From an optimization exercise on the open Yosys and OpenROAD flow, aimed at small area, a short achievable clock period and few clock cycles; shortcuts taken in it are not production practice. Where RTL was checked, it was by simulation tests only, not by an equivalence proof against the original. Power and IR drop assume default switching activity.

## run 1
## gss_engine
module gss_engine (
    input  wire        clk,
    input  wire        rst,           
    input  wire        start,         
    input  wire [15:0] in_len,        
    output reg         busy,
    output reg         done,
    output reg         err,
    output reg         passthru,
    output reg         rstop,
    output reg  [2:0]  err_code,
    output reg  [3:0]  err_info,
    output wire [15:0] err_pos,
    output reg  [15:0] res_len,
    output reg  [7:0]  hdr_enc,
    output reg  [7:0]  hdr_pack,
    output reg  [31:0] hdr_usize,
    output reg  [15:0] in_addr,
    input  wire [7:0]  in_rdata,
    output wire [15:0] out_addr,
    output reg         out_we,
    output reg  [7:0]  out_wdata,
    input  wire [7:0]  out_rdata
);
Settings: LEC_CHECK=0, CAP_MARGIN=20, CORE_MARGIN=2, CORE_UTILIZATION=40, CTS_CLUSTER_DIAMETER=200, CTS_CLUSTER_SIZE=40, PLACE_DENSITY=0.6, SETUP_SLACK_MARGIN=5, SLEW_MARGIN=20, TNS_END_PERCENT=0; clock period 10.0 ns.
standard.sh (not shown) runs the stock make flow with config.mk's settings and CLKGATE_MAP_FILE= SYNTH_SCRIPT=/design/flow/synth_recipe.tcl, a recipe that flattens the netlist after the stock synthesis.
==> flow/flow/run.sh <==
#!/bin/bash
# Standard ORFS layout (standard.sh) with two changes in how it is made:
# the port buffers are buf_1 cells, and repair_timing aims for a setup margin
# of MARGIN ns. Clock period and constraints are unchanged.
set -euo pipefail
MARGIN=7
bash standard.sh "BUFFER_PORTS_ARGS=-buffer_cell sky130_fd_sc_hd__buf_1" "SETUP_SLACK_MARGIN=$MARGIN" finish > standard_flow.log 2>&1
Testbench counts of run 1, summed over its fixed seeds: cycles 134,315.
Here is what was changed in the inputs of run 2 compared with run 1.
--- a/flow/config.mk
+++ b/flow/config.mk
@@ -10,4 +10,2 @@
-export CORE_UTILIZATION = 40
-export CTS_CLUSTER_DIAMETER = 200
-export CTS_CLUSTER_SIZE = 40
-export PLACE_DENSITY = 0.6
+export CORE_UTILIZATION = 55
+export PLACE_DENSITY = 0.75
Results
- Run 2 against run 1: met2 wirelength from detailed routing decreased 6.6%; clock-buffer cell count decreased 2.
- Number of fill cells: run 2 vs run 1 down 1014
- Run 2 reached the end of the flow, and the finished layout is clean on the timing, DRC and antenna checks.
- Cmp run 2 vs run 1: global-route usage higher in run 2
- In run 2, the portion of the layout cell area used by clock cells came out 0.16 points above the value in run 1.
- Final critical-path share of the clock period: run 2 vs run 1 up 0.74 points
- Compared with run 1, in run 2 total instance count after detailed placement saw a decrease; portion of total power attributed to combinational logic saw a decrease; multi-input combinational cell area saw a decrease.
[inputs] run 3 vs run 2
--- a/flow/config.mk
+++ b/flow/config.mk
@@ -10,2 +10,2 @@
-export CORE_UTILIZATION = 55
-export PLACE_DENSITY = 0.75
+export CORE_UTILIZATION = 40
+export PLACE_DENSITY = 0.7
## What came out
Run 3 went all the way through the flow, and no timing, DRC or antenna check failed.
Of run 3 and run 2, the run reporting the lower width of the die was run 2.
Diff run 2 -> run 3: sequential share of layout area has remained practically unchanged, routed wire length picked up an extra 2.0%, utilization down 18 points, relative area change from synthesis to final layout now smaller.
Number of different library cells in the post-synthesis netlist: run 3 vs run 2 identical
Input changes introduced in run 4 (baseline for comparison: run 3):
--- a/flow/flow/run.sh
+++ b/flow/flow/run.sh
@@ -6 +6 @@
-MARGIN=7
+MARGIN=7.5
--- a/flow/config.mk
+++ b/flow/config.mk
@@ -11 +11 @@
-export PLACE_DENSITY = 0.7
+export PLACE_DENSITY = 0.6
Findings:
Of run 4 and run 3, the run reporting the lower area growth from synthesis to final layout was run 3. Taking run 3 as the reference point, the sequential power of run 4 falls by about 0.9%. In run 4 relative to run 3, area occupied by registers had gone up by a few percent. [compare] base=run 3 new=run 4: fraction of power consumed by combinational cells saw an increase; number of cells upsized or downsized after cts has increased. Compared with run 3, run 4 has extra setup slack. Routed wire length (run 4 vs. run 3) increases by a few percent. Total power on run 4 is behind run 3.
Changes in run 5 relative to run 4:
--- a/flow/flow/run.sh
+++ b/flow/flow/run.sh
@@ -6 +6 @@
-MARGIN=7.5
+MARGIN=7
--- outcome ---
Non-clock buffer count on run 5 is down relative to run 4. Comparing run 4 and run 5, the higher number of cells in the finished layout apart from fillers was measured on run 4. Run 4 and run 5 ended up with nearly the same worst clock skew. Compared run 4 against run 5; sequential fraction of total cell area within noise. Via count shrinks slightly when moving from run 4 to run 5. Between run 4 and run 5, the clock transition time at the flip-flop clock pins of the worst setup and hold paths figures differ only marginally. Run 5 vs run 4, signed area change from the synthesized netlist to the final layout went down by 2.9 points. Lower worst reg-to-reg setup slack goes to run 5 over run 4. Cell with the largest stage delay on the worst path = dfxtp_1: run 5; cell with the largest stage delay on the worst path = or4b_4: run 4. Run 5: time the worst path needs with I/O delays and setup 0.028 ns above run 4.

* * *

== run A ==
Another version of the RTL of gss_engine (not shown whole).
For scale: roughly 190 flip-flops, ~170 I/O pins.
==> flow/config.mk <==
export PLATFORM = sky130hd
export DESIGN_NAME = gss_engine
export DESIGN_NICKNAME = gss_engine
export VERILOG_FILES = /design/flow/design.v
export SDC_FILE = /design/flow/constraint.sdc
export NUM_CORES = 4
export LEC_CHECK = 0
export CAP_MARGIN = 20
export CORE_MARGIN = 2
export CORE_UTILIZATION = 40
export PLACE_DENSITY = 0.6
export SETUP_SLACK_MARGIN = 5
export SLEW_MARGIN = 20
==> flow/constraint.sdc <==
create_clock -name core_clock -period 10.0 [get_ports {clk}]
set_input_delay 2.0000 -clock core_clock [delete_from_list [all_inputs] [get_ports {clk}]]
set_output_delay 2.0000 -clock core_clock [all_outputs]
set_load 0.01 [all_outputs]
==> flow/flow/run.sh <==
#!/bin/bash
# Standard ORFS layout (standard.sh) with two changes in how it is made:
# the port buffers are buf_1 cells, and repair_timing aims for a setup margin
# of MARGIN ns. Clock period and constraints are unchanged.
set -euo pipefail
MARGIN=5
bash standard.sh "BUFFER_PORTS_ARGS=-buffer_cell sky130_fd_sc_hd__buf_1" "SETUP_SLACK_MARGIN=$MARGIN" finish > standard_flow.log 2>&1
## Diff of input files: run B against run A
diff --git a/flow/flow/run.sh b/flow/flow/run.sh
--- a/flow/flow/run.sh
+++ b/flow/flow/run.sh
@@ -4,4 +4,4 @@
 # of MARGIN ns. Clock period and constraints are unchanged.
 set -euo pipefail
-MARGIN=5
+MARGIN=6.5
 bash standard.sh "BUFFER_PORTS_ARGS=-buffer_cell sky130_fd_sc_hd__buf_1" "SETUP_SLACK_MARGIN=$MARGIN" finish > standard_flow.log 2>&1
Looking at the reports, run B completed the entire flow and the layout it produced met the timing, DRC and antenna checks. The synthesized area of run A and that of run B are within noise of each other. As far as count of clock tree sinks goes, run B and run A are indistinguishable; the numbers are identical. On run B: measured slew at the worst slew-check pin is 0.20 ns lower than what run A gave. Between run B and run A, it is run B whose sequential share of layout area is lower, by 2.5 points. Across both runs, clock-cell share of area was lower for run B than for run A. Run B contains more vias than run A. Run B against run A: first-pass GRT wire length shows no meaningful change, worst setup slack shows an increase of 0.90 ns. Higher net switching power of the design goes to run B over run A.
No run of this note included a check of the RTL's function; only the layout flow was run.

* * *

gss_engine, a different RTL version from the one above (not shown whole).
Size: about 1400 cells after synthesis, ~190 flip-flops, about 0.012 sq mm of cells after synthesis.
export LEC_CHECK = 0
export CAP_MARGIN = 20
export CORE_MARGIN = 2
export CORE_UTILIZATION = 40
export PLACE_DENSITY = 0.6
export SETUP_SLACK_MARGIN = 5
export SLEW_MARGIN = 20
create_clock -name core_clock -period 10.0 [get_ports {clk}]
==> flow/flow/run.sh <==
#!/bin/bash
# Standard ORFS layout (standard.sh) with two changes in how it is made:
# the port buffers are buf_1 cells, and repair_timing aims for a setup margin
# of MARGIN ns. Clock period and constraints are unchanged.
set -euo pipefail
MARGIN=6.5
bash standard.sh "BUFFER_PORTS_ARGS=-buffer_cell sky130_fd_sc_hd__buf_1" "SETUP_SLACK_MARGIN=$MARGIN" finish > standard_flow.log 2>&1
Testbench counts at the start, summed over its fixed seeds: cycles 134,315.
==> next run, changes <==
--- a/flow/flow/run.sh
+++ b/flow/flow/run.sh
@@ -5,3 +5,3 @@
 set -euo pipefail
-MARGIN=6.5
+MARGIN=7
 bash standard.sh "BUFFER_PORTS_ARGS=-buffer_cell sky130_fd_sc_hd__buf_1" "SETUP_SLACK_MARGIN=$MARGIN" finish > standard_flow.log 2>&1
--- a/flow/config.mk
+++ b/flow/config.mk
@@ -13 +13,2 @@
 export SLEW_MARGIN = 20
+export TNS_END_PERCENT = 0
What happened: The changed run ran to the end with no violations. Total power came out higher by 3.9%. Cell count rose by 2.2%. Non-clock buffer count came out higher by 42. Routed wire length went up by 5.8%. Design area came out higher by 4.6%. Maximum frequency climbs by 8.8%. Via count is higher by 2.6%.

* * *

gss_engine, a different RTL version from the one above (not shown whole).
Size in the first run: ~180 flip-flops, about 170 I/O pins.
==> flow/design.v (excerpt) <==
module gss_engine (
    input  wire        clk,
    input  wire        rst,           
    input  wire        start,         
    input  wire [15:0] in_len,        
    output reg         busy,
    output reg         done,
    output reg         err,
    output reg         passthru,
    output reg         rstop,
    output wire [2:0]  err_code,
    output reg  [3:0]  err_info,
    output wire [15:0] err_pos,
    output wire [15:0] res_len,
    output reg  [7:0]  hdr_enc,
    output reg  [7:0]  hdr_pack,
    output reg  [31:0] hdr_usize,
    output reg  [15:0] in_addr,
    input  wire [7:0]  in_rdata,
    output wire [15:0] out_addr,
    output reg         out_we,
    output reg  [7:0]  out_wdata,
    input  wire [7:0]  out_rdata
);
    localparam [7:0] CH_D = 8'h44, CH_R = 8'h52, CH_H = 8'h48, CH_W = 8'h57;
    localparam [7:0] CH_B = 8'h42, CH_S = 8'h53;
    localparam [3:0] I_HEADER = 4'd1, I_R_OPERAND = 4'd2, I_OUT_OVERRUN = 4'd6,
                     I_ODD_TAIL = 4'd11, I_OUT_CAP = 4'd12, I_PACK_W = 4'd14,
                     I_NOT_BUILT = 4'd15;
    localparam [3:0]
        S_IDLE  = 4'd0,
        S_HDR   = 4'd1,
        S_CTL   = 4'd2,
        S_CNT   = 4'd3,
        S_VAL   = 4'd4,
        S_FILL  = 4'd5,    
        S_COPY  = 4'd6,
        S_COPY1 = 4'd13,   
        S_RAW   = 4'd7,
        S_END   = 4'd8,    
        S_TPW   = 4'd9,    
        S_DRAIN = 4'd10,   
  ...
Settings: LEC_CHECK=0, CAP_MARGIN=20, CORE_MARGIN=2, CORE_UTILIZATION=40, PLACE_DENSITY=0.6, SETUP_SLACK_MARGIN=5, SLEW_MARGIN=20; clock period 10.0 ns.
run.sh (not shown) runs the stock make flow with config.mk's settings and CLKGATE_MAP_FILE= SYNTH_SCRIPT=/design/flow/synth_recipe.tcl, a recipe that flattens the netlist after the stock synthesis.
Stock flow here: none of the scripts above is used.
The first run completed without violations.
Testbench counts at the start, summed over its fixed seeds: cycles 133,435.
Then changed:
==> flow/flow/run.sh (new file) <==
#!/bin/bash
set -euo pipefail
bash standard.sh SETUP_SLACK_MARGIN=6.5 finish > standard_flow.log 2>&1
==> flow/standard.sh (new file) <==
#!/bin/bash
# synth_recipe.tcl (not shown) runs the flow's synth.tcl, then flattens the netlist and writes it again
# the make line also repeats each setting of config.mk as NAME=value (left out here)
make -C /OpenROAD-flow-scripts/flow DESIGN_CONFIG=/design/flow/config.mk WORK_HOME=/design/flow/orfs CLKGATE_MAP_FILE= SYNTH_SCRIPT=/design/flow/synth_recipe.tcl "${@:-finish}"
removed: flow/run.sh
After rerunning: The new run ran to the end with no violations. Wire length climbs by a little under a tenth. Worst setup slack gets better by 810 ps. Utilization went up by 7.6 points.

==> static timing again, ports no longer ideal <==
No port has a modelled driver above. Below, the same layouts with a new extraction and two added sets of constraints.
Step 1 sets driving cells, clkbuf_16 on the clock port and buf_2 on the other inputs (assumed; they add their load-dependent delay and slew).
Step 2, shift: input delay + t, output delay - t, t = (earliest + latest rising clock arrival at the registers) / 2. This alone moves slack from input paths to output paths.
Three values: ideal ports, drivers, drivers and shift; two values: the first two.
run | t, ns | slack for setup (ns) | worst setup path at the end | latest minus earliest clock arrival (ns) | worst slew at a driven data input, ns
run 1 | 0.497 | 6.941 / 6.889 / 6.424 | input to register | 0.011 / 0.011 | 0.07
run 2 | 0.490 | 6.867 / 6.837 / 6.387 | input to register | 0.015 / 0.015 | 0.05
run 3 | 0.497 | 6.857 / 6.836 / 6.345 | input to register | 0.013 / 0.013 | 0.06
run 4 | 0.494 | 6.969 / 6.940 / 6.450 | input to register | 0.013 / 0.012 | 0.07
run 5 | 0.497 | 6.941 / 6.889 / 6.424 | input to register | 0.011 / 0.011 | 0.07
run A | 0.502 | 5.222 / 5.236 / 4.734 | input to register | 0.015 / 0.015 | 0.04
run B | 0.498 | 6.125 / 6.123 / 5.625 | input to register | 0.015 / 0.015 | 0.07
the first run of note 3 | 0.500 | 6.581 / 6.608 / 6.111 | input to register | 0.018 / 0.018 | 0.04
the second run of note 3 | 0.501 | 6.857 / 6.865 / 6.366 | input to register | 0.018 / 0.018 | 0.07
the first run of note 4 | 0.506 | 5.149 / 5.174 / 4.669 | input to register | 0.015 / 0.015 | 0.04
the second run of note 4 | 0.509 | 5.959 / 5.956 / 5.447 | input to register | 0.022 / 0.022 | 0.08
After both steps every run listed still meets setup and hold. For run 4, which loses most, drivers alone change the setup slack by -0.029 ns; drivers and shift together by -0.519 ns.
